Background: an optimization exercise with open tools, aiming at small area, a short achievable clock period and few clock cycles. Do not read the settings as production practice.
No activity file was given, so power comes from the tool's default toggle rates.

==> inputs of trial 33 <==
==> flow/design.v <==
module rpy_core (
    input  wire        clk,
    input  wire        rst,
    output wire [31:0] imem_addr,
    input  wire [31:0] imem_rdata,
    output wire [31:0] dmem_addr,
    output wire [3:0]  dmem_wstrb,
    output wire [31:0] dmem_wdata,
    input  wire [31:0] dmem_rdata,
    output wire        done,
    output wire        fault,
    output wire [2:0]  fault_cause,
    output wire [31:0] fault_pc,
    output wire [31:0] fault_info,
    input  wire [4:0]  dbg_raddr,
    output wire [31:0] dbg_rdata
);
    localparam [6:0] OP_ALU  = 7'b0110011,
                     OP_ALUI = 7'b0010011,
                     OP_LOAD = 7'b0000011,
                     OP_STOR = 7'b0100011,
                     OP_BR   = 7'b1100011;
    reg        done_r, fault_r;
    wire       run = !done_r && !fault_r;
    reg [1:0]  f_code;             
    reg [31:0] f_info;
    reg [31:0] regs [1:31];
    reg [31:1] rv;                 
    wire [31:0] rvz = {rv, 1'b0};
    reg [31:0] fpc;                
    reg        dv;                 
    wire [31:0] ir  = imem_rdata;
    wire [6:0]  op  = ir[6:0];
    wire [2:0]  f3  = ir[14:12];
    wire [6:0]  f7  = ir[31:25];
    wire [4:0]  rd  = ir[11:7];
    wire [4:0]  rs1 = ir[19:15];
    wire [4:0]  rs2 = ir[24:20];
    wire [31:0] imm_i = {{20{ir[31]}}, ir[31:20]};
    wire [11:0] imm_s = {ir[31:25], ir[11:7]};
    wire [31:0] imm_b = {{19{ir[31]}}, ir[31], ir[7], ir[30:25], ir[11:8], 1'b0};
    wire d_r   = (op == OP_ALU) &&
                 ((f7 == 7'b0000000) ||
                  (f7 == 7'b0100000 && (f3 == 3'b000 || f3 == 3'b101)));
    wire d_i   = (op == OP_ALUI) &&
                 ((f3 != 3'b001 && f3 != 3'b101) ||
                  (f3 == 3'b001 && f7 == 7'b0000000) ||
                  (f3 == 3'b101 && (f7 == 7'b0000000 || f7 == 7'b0100000)));
    wire d_ld  = (op == OP_LOAD) &&
                 (f3 == 3'b000 || f3 == 3'b001 || f3 == 3'b010 ||
                  f3 == 3'b100 || f3 == 3'b101);
    wire d_st  = (op == OP_STOR) && (f3 == 3'b000 || f3 == 3'b001 || f3 == 3'b010);
    wire d_br  = (op == OP_BR) && (f3 != 3'b010 && f3 != 3'b011);
    wire d_zero = (ir == 32'd0);
    wire d_ill  = !(d_r || d_i || d_ld || d_st || d_br || d_zero);
    wire [4:0]  ra  = run ? rs1 : dbg_raddr;
    wire [1023:0] rflat;
    genvar g;
    generate
        for (g = 0; g < 32; g = g + 1) begin : g_flat
            if (g == 0) begin : g_zero
                assign rflat[31:0] = 32'd0;
            end else begin : g_reg
                assign rflat[32*g +: 32] = regs[g];
            end
        end
    endgenerate
    wire [31:0] rfa, rfb;
    rpy_rfread u_rda (.q(rflat), .v(rvz), .sel(ra),  .y(rfa));
    rpy_rfread u_rdb (.q(rflat), .v(rvz), .sel(rs2), .y(rfb));
    assign dbg_rdata = rfa;
    reg        ev;
    reg [31:0] e_pc, e_a, e_b;
    reg [11:0] e_imm;
    reg [2:0]  e_f3;
    reg [4:0]  e_rd;
    reg        e_wr;               
    reg        e_ld, e_st, e_br, e_ill, e_zero;
    reg        e_sub, e_sra;
    reg        w_we;
    reg [4:0]  w_rd;
    reg [31:0] w_res;
    reg        w_ld;
    reg [2:0]  w_f3;
    reg [1:0]  w_off;
    wire [32:0] addsub = {1'b0, e_a} + {1'b0, e_b ^ {32{e_sub}}} + {32'd0, e_sub};
    wire [31:0] sum = addsub[31:0];
    wire ltu = !addsub[32];
    wire lts = (e_a[31] ^ e_b[31]) ? e_a[31] : sum[31];
    wire eq  = (e_a == e_b);
    function [31:0] rev32(input [31:0] x);
        integer k;
        for (k = 0; k < 32; k = k + 1) rev32[k] = x[31 - k];
    endfunction
    wire        sh_left = (e_f3 == 3'b001);
    wire [31:0] sh_in   = sh_left ? rev32(e_a) : e_a;
    wire [32:0] sh_ext  = {e_sra & e_a[31], sh_in};
    wire [32:0] sh_out  = $signed(sh_ext) >>> e_b[4:0];
    reg [31:0] alu_y;
    always @* begin
        case (e_f3)
            3'b000:  alu_y = sum;
            3'b001:  alu_y = rev32(sh_out[31:0]);
            3'b010:  alu_y = {31'd0, lts};
            3'b011:  alu_y = {31'd0, ltu};
            3'b100:  alu_y = e_a ^ e_b;
            3'b101:  alu_y = sh_out[31:0];
            3'b110:  alu_y = e_a | e_b;
            default: alu_y = e_a & e_b;
        endcase
    end
    wire taken = e_f3[2] ? ((e_f3[1] ? ltu : lts) ^ e_f3[0]) : (eq ^ e_f3[0]);
    wire [31:0] ea = e_a + {{20{e_imm[11]}}, e_imm};
    wire misaligned = (e_f3[1:0] == 2'b01 && ea[0]) ||
                      (e_f3[1:0] == 2'b10 && ea[1:0] != 2'b00);
    reg [3:0] st_strb;
    always @* begin
        case (e_f3[1:0])
            2'b00:   st_strb = 4'b0001 << ea[1:0];
            2'b01:   st_strb = ea[1] ? 4'b1100 : 4'b0011;
            default: st_strb = 4'b1111;
        endcase
    end
    wire ex        = run && ev;
    wire x_done    = ex && e_zero;
    wire x_ill     = ex && e_ill;
    wire x_mis     = ex && (e_ld || e_st) && misaligned;
    wire x_fmis    = ex && e_br && taken && (fpc[1:0] != 2'b00);
    wire x_fault   = x_ill || x_mis || x_fmis;
    wire x_halt    = x_done || x_fault;
    wire x_redir   = ex && e_br && !taken;
    wire x_store   = ex && e_st && !misaligned;
    assign dmem_addr  = ea;
    assign dmem_wstrb = x_store ? st_strb : 4'b0000;
    assign dmem_wdata = e_f3[1] ? e_b : e_f3[0] ? {2{e_b[15:0]}} : {4{e_b[7:0]}};
    wire [31:0] ld_word = dmem_rdata >> {w_off, 3'b000};
    reg  [31:0] ld_value;
    always @* begin
        case (w_f3)
            3'b000:  ld_value = {{24{ld_word[7]}},  ld_word[7:0]};
            3'b001:  ld_value = {{16{ld_word[15]}}, ld_word[15:0]};
            3'b100:  ld_value = {24'd0, ld_word[7:0]};
            3'b101:  ld_value = {16'd0, ld_word[15:0]};
            default: ld_value = ld_word;
        endcase
    end
    wire [31:0] wdata = w_ld ? ld_value : w_res;
    wire stall = ev && e_ld && (e_rd != 5'd0) && (rs1 == e_rd || rs2 == e_rd);
    wire d_go  = run && dv && !x_halt && !x_redir && !stall;
    wire [31:0] opa = (ev && e_wr && rs1 == e_rd) ? alu_y :
                      (w_we && rs1 == w_rd)       ? wdata : rfa;
    wire [31:0] opb = (ev && e_wr && rs2 == e_rd) ? alu_y :
                      (w_we && rs2 == w_rd)       ? wdata : rfb;
    wire [31:0] fpc4   = fpc + 32'd4;
    wire [19:0] hi_inc = fpc[31:12] + 20'd1;
    wire [19:0] hi_dec = fpc[31:12] - 20'd1;
    wire [31:0] base_pc = x_redir ? e_pc + 32'd4 : fpc4;
    wire        e_ldnz  = ev && e_ld && (e_rd != 5'd0);
    wire [31:0] next_pc;
    rpy_nextpc u_npc (
        .ir(ir), .dv(dv), .x_redir(x_redir), .e_ldnz(e_ldnz), .e_rd(e_rd),
        .fpc(fpc), .hi_inc(hi_inc), .hi_dec(hi_dec), .base_pc(base_pc),
        .next_pc(next_pc)
    );
    assign imem_addr = next_pc;
    always @(posedge clk) begin
        if (w_we)
            regs[w_rd] <= wdata;
    end
    always @(posedge clk) begin
        e_a    <= opa;
        e_b    <= (d_r || d_st || d_br) ? opb : imm_i;
        e_imm  <= d_st ? imm_s : ir[31:20];
        e_f3   <= f3;
        e_rd   <= rd;
        e_wr   <= (d_r || d_i) && (rd != 5'd0);
        e_ld   <= d_ld;
        e_st   <= d_st;
        e_br   <= d_br;
        e_ill  <= d_ill;
        e_zero <= d_zero;
        e_sub  <= (d_r && f3 == 3'b000 && f7[5]) ||
                  ((d_r || d_i) && (f3 == 3'b010 || f3 == 3'b011)) ||
                  d_br;
        e_sra  <= f3 == 3'b101 && f7[5];
        w_rd  <= e_rd;
        w_res <= alu_y;
        w_ld  <= e_ld;
        w_f3  <= e_f3;
        w_off <= ea[1:0];
        if (run && !x_ill && !x_mis)
            e_pc <= fpc;
        if (run && !x_ill) begin
            if (x_mis) begin
                f_code <= e_ld ? 2'd2 : 2'd3;
                f_info <= ea;
            end else if (x_fmis) begin
                f_code <= 2'd0;
                f_info <= fpc;
            end else begin
                f_code <= 2'd1;
                f_info <= ir;
            end
        end
        if (rst) begin
            done_r  <= 1'b0;
            fault_r <= 1'b0;
            fpc     <= 32'hFFFF_FFFC;
            dv      <= 1'b0;
            ev      <= 1'b0;
            w_we    <= 1'b0;
            rv      <= 31'd0;
        end else begin
            fpc  <= next_pc;
            dv   <= 1'b1;
            ev   <= d_go;
            w_we <= ex && !x_halt && (e_wr || (e_ld && e_rd != 5'd0));
            if (w_we)
                rv[w_rd] <= 1'b1;
            if (x_done)  done_r  <= 1'b1;
            if (x_fault) fault_r <= 1'b1;
        end
    end
    assign done        = done_r;
    assign fault       = fault_r;
    assign fault_cause = {f_code, 1'b0};
    assign fault_pc    = e_pc;
    assign fault_info  = f_info;
endmodule
module rpy_rfread (
    input  wire [1023:0] q,
    input  wire [31:0]   v,
    input  wire [4:0]    sel,
    output wire [31:0]   y
);
    wire [31:0] w = q[32*sel +: 32];
    assign y = v[sel] ? w : 32'd0;
endmodule
module rpy_nextpc (
    input  wire [31:0] ir,
    input  wire        dv,
    input  wire        x_redir,
    input  wire        e_ldnz,
    input  wire [4:0]  e_rd,
    input  wire [31:0] fpc,
    input  wire [19:0] hi_inc,
    input  wire [19:0] hi_dec,
    input  wire [31:0] base_pc,
    output wire [31:0] next_pc
);
    wire [12:0] imm_b = {ir[31], ir[7], ir[30:25], ir[11:8], 1'b0};
    wire [11:0] tg_lo = {1'b0, fpc[11:1]} + {1'b0, imm_b[11:1]};
    wire [19:0] tg_hi = (imm_b[12] == tg_lo[11]) ? fpc[31:12] :
                        tg_lo[11] ? hi_inc : hi_dec;
    wire [31:0] target = {tg_hi, tg_lo[10:0], fpc[0]};
    wire hold    = dv && e_ldnz && (ir[19:15] == e_rd || ir[24:20] == e_rd);
    wire predict = dv && (ir[6:0] == 7'b1100011);
    assign next_pc = x_redir ? base_pc :
                     hold    ? fpc :
                     predict ? target : base_pc;
endmodule
==> flow/run.sh <==
#!/bin/bash
# synth_recipe.tcl (not shown) runs the flow's synth.tcl, then flattens the netlist and writes it again
# the make line also repeats each setting of config.mk as NAME=value (left out here)
make -C /OpenROAD-flow-scripts/flow DESIGN_CONFIG=/design/flow/config.mk WORK_HOME=/design/flow/orfs CLKGATE_MAP_FILE= SYNTH_SCRIPT=/design/flow/synth_recipe.tcl finish
==> flow/config.mk <==
export PLATFORM = sky130hd
export DESIGN_NAME = rpy_core
export DESIGN_NICKNAME = rpy_core
export VERILOG_FILES = /design/flow/design.v
export SDC_FILE = /design/flow/constraint.sdc
export NUM_CORES = 4
export LEC_CHECK = 0
export CAP_MARGIN = 20
export CORE_MARGIN = 2
export CORE_UTILIZATION = 40
export GPL_ROUTABILITY_DRIVEN = 1
export PLACE_DENSITY = 0.55
export SETUP_SLACK_MARGIN = 5
export SLEW_MARGIN = 20
export SYNTH_HIERARCHICAL = 1
export SYNTH_MINIMUM_KEEP_SIZE = 0
==> flow/constraint.sdc <==
create_clock -name core_clock -period 12.0 [get_ports {clk}]
set_input_delay 2.4000 -clock core_clock [delete_from_list [all_inputs] [get_ports {clk}]]
set_output_delay 2.4000 -clock core_clock [all_outputs]
set_load 0.01 [all_outputs]
==> inputs of trial 10, as changes to trial 33 <==
--- a/flow/design.v
+++ b/flow/design.v
@@ -55,18 +55,6 @@
     wire d_ill  = !(d_r || d_i || d_ld || d_st || d_br || d_zero);
     wire [4:0]  ra  = run ? rs1 : dbg_raddr;
-    wire [1023:0] rflat;
-    genvar g;
-    generate
-        for (g = 0; g < 32; g = g + 1) begin : g_flat
-            if (g == 0) begin : g_zero
-                assign rflat[31:0] = 32'd0;
-            end else begin : g_reg
-                assign rflat[32*g +: 32] = regs[g];
-            end
-        end
-    endgenerate
-    wire [31:0] rfa, rfb;
-    rpy_rfread u_rda (.q(rflat), .v(rvz), .sel(ra),  .y(rfa));
-    rpy_rfread u_rdb (.q(rflat), .v(rvz), .sel(rs2), .y(rfb));
+    wire [31:0] rfa = rvz[ra]  ? regs[ra]  : 32'd0;
+    wire [31:0] rfb = rvz[rs2] ? regs[rs2] : 32'd0;
     assign dbg_rdata = rfa;
     reg        ev;
@@ -152,15 +140,22 @@
     wire [31:0] opb = (ev && e_wr && rs2 == e_rd) ? alu_y :
                       (w_we && rs2 == w_rd)       ? wdata : rfb;
-    wire [31:0] fpc4   = fpc + 32'd4;
+    wire        predict = dv && (op == OP_BR);
+    wire [11:0] tg_lo  = {1'b0, fpc[11:1]} + {1'b0, imm_b[11:1]};
     wire [19:0] hi_inc = fpc[31:12] + 20'd1;
     wire [19:0] hi_dec = fpc[31:12] - 20'd1;
-    wire [31:0] base_pc = x_redir ? e_pc + 32'd4 : fpc4;
-    wire        e_ldnz  = ev && e_ld && (e_rd != 5'd0);
-    wire [31:0] next_pc;
-    rpy_nextpc u_npc (
-        .ir(ir), .dv(dv), .x_redir(x_redir), .e_ldnz(e_ldnz), .e_rd(e_rd),
-        .fpc(fpc), .hi_inc(hi_inc), .hi_dec(hi_dec), .base_pc(base_pc),
-        .next_pc(next_pc)
-    );
+    wire [19:0] tg_hi  = (imm_b[12] == tg_lo[11]) ? fpc[31:12] :
+                         tg_lo[11] ? hi_inc : hi_dec;
+    wire [31:0] target = {tg_hi, tg_lo[10:0], fpc[0]};
+    reg  [31:0] next_pc;
+    always @* begin
+        if (x_redir)
+            next_pc = e_pc + 32'd4;
+        else if (dv && stall)
+            next_pc = fpc;
+        else if (predict)
+            next_pc = target;
+        else
+            next_pc = fpc + 32'd4;
+    end
     assign imem_addr = next_pc;
     always @(posedge clk) begin
@@ -228,34 +223,2 @@
     assign fault_info  = f_info;
 endmodule
-module rpy_rfread (
-    input  wire [1023:0] q,
-    input  wire [31:0]   v,
-    input  wire [4:0]    sel,
-    output wire [31:0]   y
-);
-    wire [31:0] w = q[32*sel +: 32];
-    assign y = v[sel] ? w : 32'd0;
-endmodule
-module rpy_nextpc (
-    input  wire [31:0] ir,
-    input  wire        dv,
-    input  wire        x_redir,
-    input  wire        e_ldnz,
-    input  wire [4:0]  e_rd,
-    input  wire [31:0] fpc,
-    input  wire [19:0] hi_inc,
-    input  wire [19:0] hi_dec,
-    input  wire [31:0] base_pc,
-    output wire [31:0] next_pc
-);
-    wire [12:0] imm_b = {ir[31], ir[7], ir[30:25], ir[11:8], 1'b0};
-    wire [11:0] tg_lo = {1'b0, fpc[11:1]} + {1'b0, imm_b[11:1]};
-    wire [19:0] tg_hi = (imm_b[12] == tg_lo[11]) ? fpc[31:12] :
-                        tg_lo[11] ? hi_inc : hi_dec;
-    wire [31:0] target = {tg_hi, tg_lo[10:0], fpc[0]};
-    wire hold    = dv && e_ldnz && (ir[19:15] == e_rd || ir[24:20] == e_rd);
-    wire predict = dv && (ir[6:0] == 7'b1100011);
-    assign next_pc = x_redir ? base_pc :
-                     hold    ? fpc :
-                     predict ? target : base_pc;
-endmodule
--- a/flow/config.mk
+++ b/flow/config.mk
@@ -8,9 +8,6 @@
 export CAP_MARGIN = 20
 export CORE_MARGIN = 2
-export CORE_UTILIZATION = 40
+export CORE_UTILIZATION = 20
 export GPL_ROUTABILITY_DRIVEN = 1
-export PLACE_DENSITY = 0.55
-export SETUP_SLACK_MARGIN = 5
+export PLACE_DENSITY = 0.3
 export SLEW_MARGIN = 20
-export SYNTH_HIERARCHICAL = 1
-export SYNTH_MINIMUM_KEEP_SIZE = 0
==> inputs of build 6, as changes to trial 33 <==
--- a/flow/design.v
+++ b/flow/design.v
@@ -26,6 +26,4 @@
     reg [31:0] f_info;
     reg [31:0] regs [1:31];
-    reg [31:1] rv;                 
-    wire [31:0] rvz = {rv, 1'b0};
     reg [31:0] fpc;                
     reg        dv;                 
@@ -55,18 +53,6 @@
     wire d_ill  = !(d_r || d_i || d_ld || d_st || d_br || d_zero);
     wire [4:0]  ra  = run ? rs1 : dbg_raddr;
-    wire [1023:0] rflat;
-    genvar g;
-    generate
-        for (g = 0; g < 32; g = g + 1) begin : g_flat
-            if (g == 0) begin : g_zero
-                assign rflat[31:0] = 32'd0;
-            end else begin : g_reg
-                assign rflat[32*g +: 32] = regs[g];
-            end
-        end
-    endgenerate
-    wire [31:0] rfa, rfb;
-    rpy_rfread u_rda (.q(rflat), .v(rvz), .sel(ra),  .y(rfa));
-    rpy_rfread u_rdb (.q(rflat), .v(rvz), .sel(rs2), .y(rfb));
+    wire [31:0] rfa = (ra  == 5'd0) ? 32'd0 : regs[ra];
+    wire [31:0] rfb = (rs2 == 5'd0) ? 32'd0 : regs[rs2];
     assign dbg_rdata = rfa;
     reg        ev;
@@ -152,55 +138,19 @@
     wire [31:0] opb = (ev && e_wr && rs2 == e_rd) ? alu_y :
                       (w_we && rs2 == w_rd)       ? wdata : rfb;
-    wire [31:0] fpc4   = fpc + 32'd4;
-    wire [19:0] hi_inc = fpc[31:12] + 20'd1;
-    wire [19:0] hi_dec = fpc[31:12] - 20'd1;
-    wire [31:0] base_pc = x_redir ? e_pc + 32'd4 : fpc4;
-    wire        e_ldnz  = ev && e_ld && (e_rd != 5'd0);
-    wire [31:0] next_pc;
-    rpy_nextpc u_npc (
-        .ir(ir), .dv(dv), .x_redir(x_redir), .e_ldnz(e_ldnz), .e_rd(e_rd),
-        .fpc(fpc), .hi_inc(hi_inc), .hi_dec(hi_dec), .base_pc(base_pc),
-        .next_pc(next_pc)
-    );
+    wire        predict = dv && (op == OP_BR);
+    reg  [31:0] next_pc;
+    always @* begin
+        if (x_redir)
+            next_pc = e_pc + 32'd4;
+        else if (dv && stall)
+            next_pc = fpc;
+        else if (predict)
+            next_pc = fpc + imm_b;
+        else
+            next_pc = fpc + 32'd4;
+    end
     assign imem_addr = next_pc;
+    integer i;
     always @(posedge clk) begin
-        if (w_we)
-            regs[w_rd] <= wdata;
-    end
-    always @(posedge clk) begin
-        e_a    <= opa;
-        e_b    <= (d_r || d_st || d_br) ? opb : imm_i;
-        e_imm  <= d_st ? imm_s : ir[31:20];
-        e_f3   <= f3;
-        e_rd   <= rd;
-        e_wr   <= (d_r || d_i) && (rd != 5'd0);
-        e_ld   <= d_ld;
-        e_st   <= d_st;
-        e_br   <= d_br;
-        e_ill  <= d_ill;
-        e_zero <= d_zero;
-        e_sub  <= (d_r && f3 == 3'b000 && f7[5]) ||
-                  ((d_r || d_i) && (f3 == 3'b010 || f3 == 3'b011)) ||
-                  d_br;
-        e_sra  <= f3 == 3'b101 && f7[5];
-        w_rd  <= e_rd;
-        w_res <= alu_y;
-        w_ld  <= e_ld;
-        w_f3  <= e_f3;
-        w_off <= ea[1:0];
-        if (run && !x_ill && !x_mis)
-            e_pc <= fpc;
-        if (run && !x_ill) begin
-            if (x_mis) begin
-                f_code <= e_ld ? 2'd2 : 2'd3;
-                f_info <= ea;
-            end else if (x_fmis) begin
-                f_code <= 2'd0;
-                f_info <= fpc;
-            end else begin
-                f_code <= 2'd1;
-                f_info <= ir;
-            end
-        end
         if (rst) begin
             done_r  <= 1'b0;
@@ -210,14 +160,54 @@
             ev      <= 1'b0;
             w_we    <= 1'b0;
-            rv      <= 31'd0;
+            for (i = 1; i < 32; i = i + 1)
+                regs[i] <= 32'd0;
         end else begin
-            fpc  <= next_pc;
-            dv   <= 1'b1;
-            ev   <= d_go;
-            w_we <= ex && !x_halt && (e_wr || (e_ld && e_rd != 5'd0));
             if (w_we)
-                rv[w_rd] <= 1'b1;
-            if (x_done)  done_r  <= 1'b1;
-            if (x_fault) fault_r <= 1'b1;
+                regs[w_rd] <= wdata;
+            if (run) begin
+                fpc <= next_pc;
+                dv  <= 1'b1;
+                w_we  <= ex && !x_halt && ((e_wr) || (e_ld && e_rd != 5'd0));
+                w_rd  <= e_rd;
+                w_res <= alu_y;
+                w_ld  <= e_ld;
+                w_f3  <= e_f3;
+                w_off <= ea[1:0];
+                ev <= d_go;
+                if (d_go) begin
+                    e_pc   <= fpc;
+                    e_a    <= opa;
+                    e_b    <= (d_r || d_st || d_br) ? opb : imm_i;
+                    e_imm  <= d_st ? imm_s : ir[31:20];
+                    e_f3   <= f3;
+                    e_rd   <= rd;
+                    e_wr   <= (d_r || d_i) && (rd != 5'd0);
+                    e_ld   <= d_ld;
+                    e_st   <= d_st;
+                    e_br   <= d_br;
+                    e_ill  <= d_ill;
+                    e_zero <= d_zero;
+                    e_sub  <= (d_r && f3 == 3'b000 && f7[5]) ||
+                              ((d_r || d_i) && (f3 == 3'b010 || f3 == 3'b011)) ||
+                              d_br;
+                    e_sra  <= f3 == 3'b101 && f7[5];
+                end
+                if (x_ill) begin
+                    f_code <= 2'd1;
+                end else if (x_mis) begin
+                    f_code <= e_ld ? 2'd2 : 2'd3;
+                    f_info <= ea;
+                end else if (x_fmis) begin
+                    f_code <= 2'd0;
+                    f_info <= fpc;
+                    e_pc   <= fpc;
+                end else begin
+                    f_info <= ir;
+                end
+                if (x_done)  done_r  <= 1'b1;
+                if (x_fault) fault_r <= 1'b1;
+            end else begin
+                w_we <= 1'b0;
+            end
         end
     end
@@ -228,34 +218,2 @@
     assign fault_info  = f_info;
 endmodule
-module rpy_rfread (
-    input  wire [1023:0] q,
-    input  wire [31:0]   v,
-    input  wire [4:0]    sel,
-    output wire [31:0]   y
-);
-    wire [31:0] w = q[32*sel +: 32];
-    assign y = v[sel] ? w : 32'd0;
-endmodule
-module rpy_nextpc (
-    input  wire [31:0] ir,
-    input  wire        dv,
-    input  wire        x_redir,
-    input  wire        e_ldnz,
-    input  wire [4:0]  e_rd,
-    input  wire [31:0] fpc,
-    input  wire [19:0] hi_inc,
-    input  wire [19:0] hi_dec,
-    input  wire [31:0] base_pc,
-    output wire [31:0] next_pc
-);
-    wire [12:0] imm_b = {ir[31], ir[7], ir[30:25], ir[11:8], 1'b0};
-    wire [11:0] tg_lo = {1'b0, fpc[11:1]} + {1'b0, imm_b[11:1]};
-    wire [19:0] tg_hi = (imm_b[12] == tg_lo[11]) ? fpc[31:12] :
-                        tg_lo[11] ? hi_inc : hi_dec;
-    wire [31:0] target = {tg_hi, tg_lo[10:0], fpc[0]};
-    wire hold    = dv && e_ldnz && (ir[19:15] == e_rd || ir[24:20] == e_rd);
-    wire predict = dv && (ir[6:0] == 7'b1100011);
-    assign next_pc = x_redir ? base_pc :
-                     hold    ? fpc :
-                     predict ? target : base_pc;
-endmodule
--- a/flow/config.mk
+++ b/flow/config.mk
@@ -8,9 +8,6 @@
 export CAP_MARGIN = 20
 export CORE_MARGIN = 2
-export CORE_UTILIZATION = 40
+export CORE_UTILIZATION = 20
 export GPL_ROUTABILITY_DRIVEN = 1
-export PLACE_DENSITY = 0.55
-export SETUP_SLACK_MARGIN = 5
+export PLACE_DENSITY = 0.3
 export SLEW_MARGIN = 20
-export SYNTH_HIERARCHICAL = 1
-export SYNTH_MINIMUM_KEEP_SIZE = 0
==> notes <==
- Trial 10 passed the timing, DRC and antenna checks. Trial 33 finished with timing, DRC and antenna clean. Build 6 went through all stages and came out clean.
- Register-to-register slack: build 6 < trial 10 < trial 33.
- Hold slack, highest first: build 6, trial 33, trial 10.
- The lowest via count belongs to trial 33, the highest to build 6.
- The highest critical path depth belongs to trial 33, the lowest to build 6.
- Routed wire length: trial 33 is lower than trial 10 (about 19%).
- Sequential share of layout area: trial 33 is lower than trial 10 (0.23 points).
- Against trial 10, the maximum frequency of build 6 is larger by about 14%.
- Clock-buffer cell count: trial 33 < trial 10 < build 6.
- Of trial 33 and trial 10, trial 10 has the higher final cell count (gap about 25%, measured against trial 10).
- Combinational power, lowest first: trial 10, trial 33, build 6.
- Clock power: build 6 > trial 10 > trial 33.
Function was not checked in any run of this note: the RTL went through the layout flow alone.

## afterwards: timing with drivers on the ports
In the flow no input, the clock included, has a driving cell. The finished layouts below were timed again as built, in two steps. Step 1: set_driving_cell puts a clkbuf_16 on clk and a buf_2 on each other input, an assumption about the parent block. Step 2 also shifts input and output timing later by t, the mid clock arrival at the registers, as if the neighbouring blocks saw the same clock. Slacks: ideal / step 1 / step 2; pairs: ideal / step 1.
| run | t (ns) | setup slack, ns | slew at the worst register clock pin (ns) | worst data-port slew with drivers (ns) |
|---|---|---|---|---|
| trial 33 | 0.857 | 3.420 / 3.335 / 4.031 | 0.07 / 0.07 | 0.15 |
| trial 10 | 0.950 | 1.034 / 0.934 / 0.934 | 0.07 / 0.07 | 0.20 |
| build 6 | 0.954 | 2.381 / 2.295 / 2.295 | 0.07 / 0.07 | 0.22 |
After both steps setup and hold are still met in every run listed. For trial 10, which loses most, drivers alone change the setup slack by -0.100 ns; drivers and shift together by -0.100 ns.
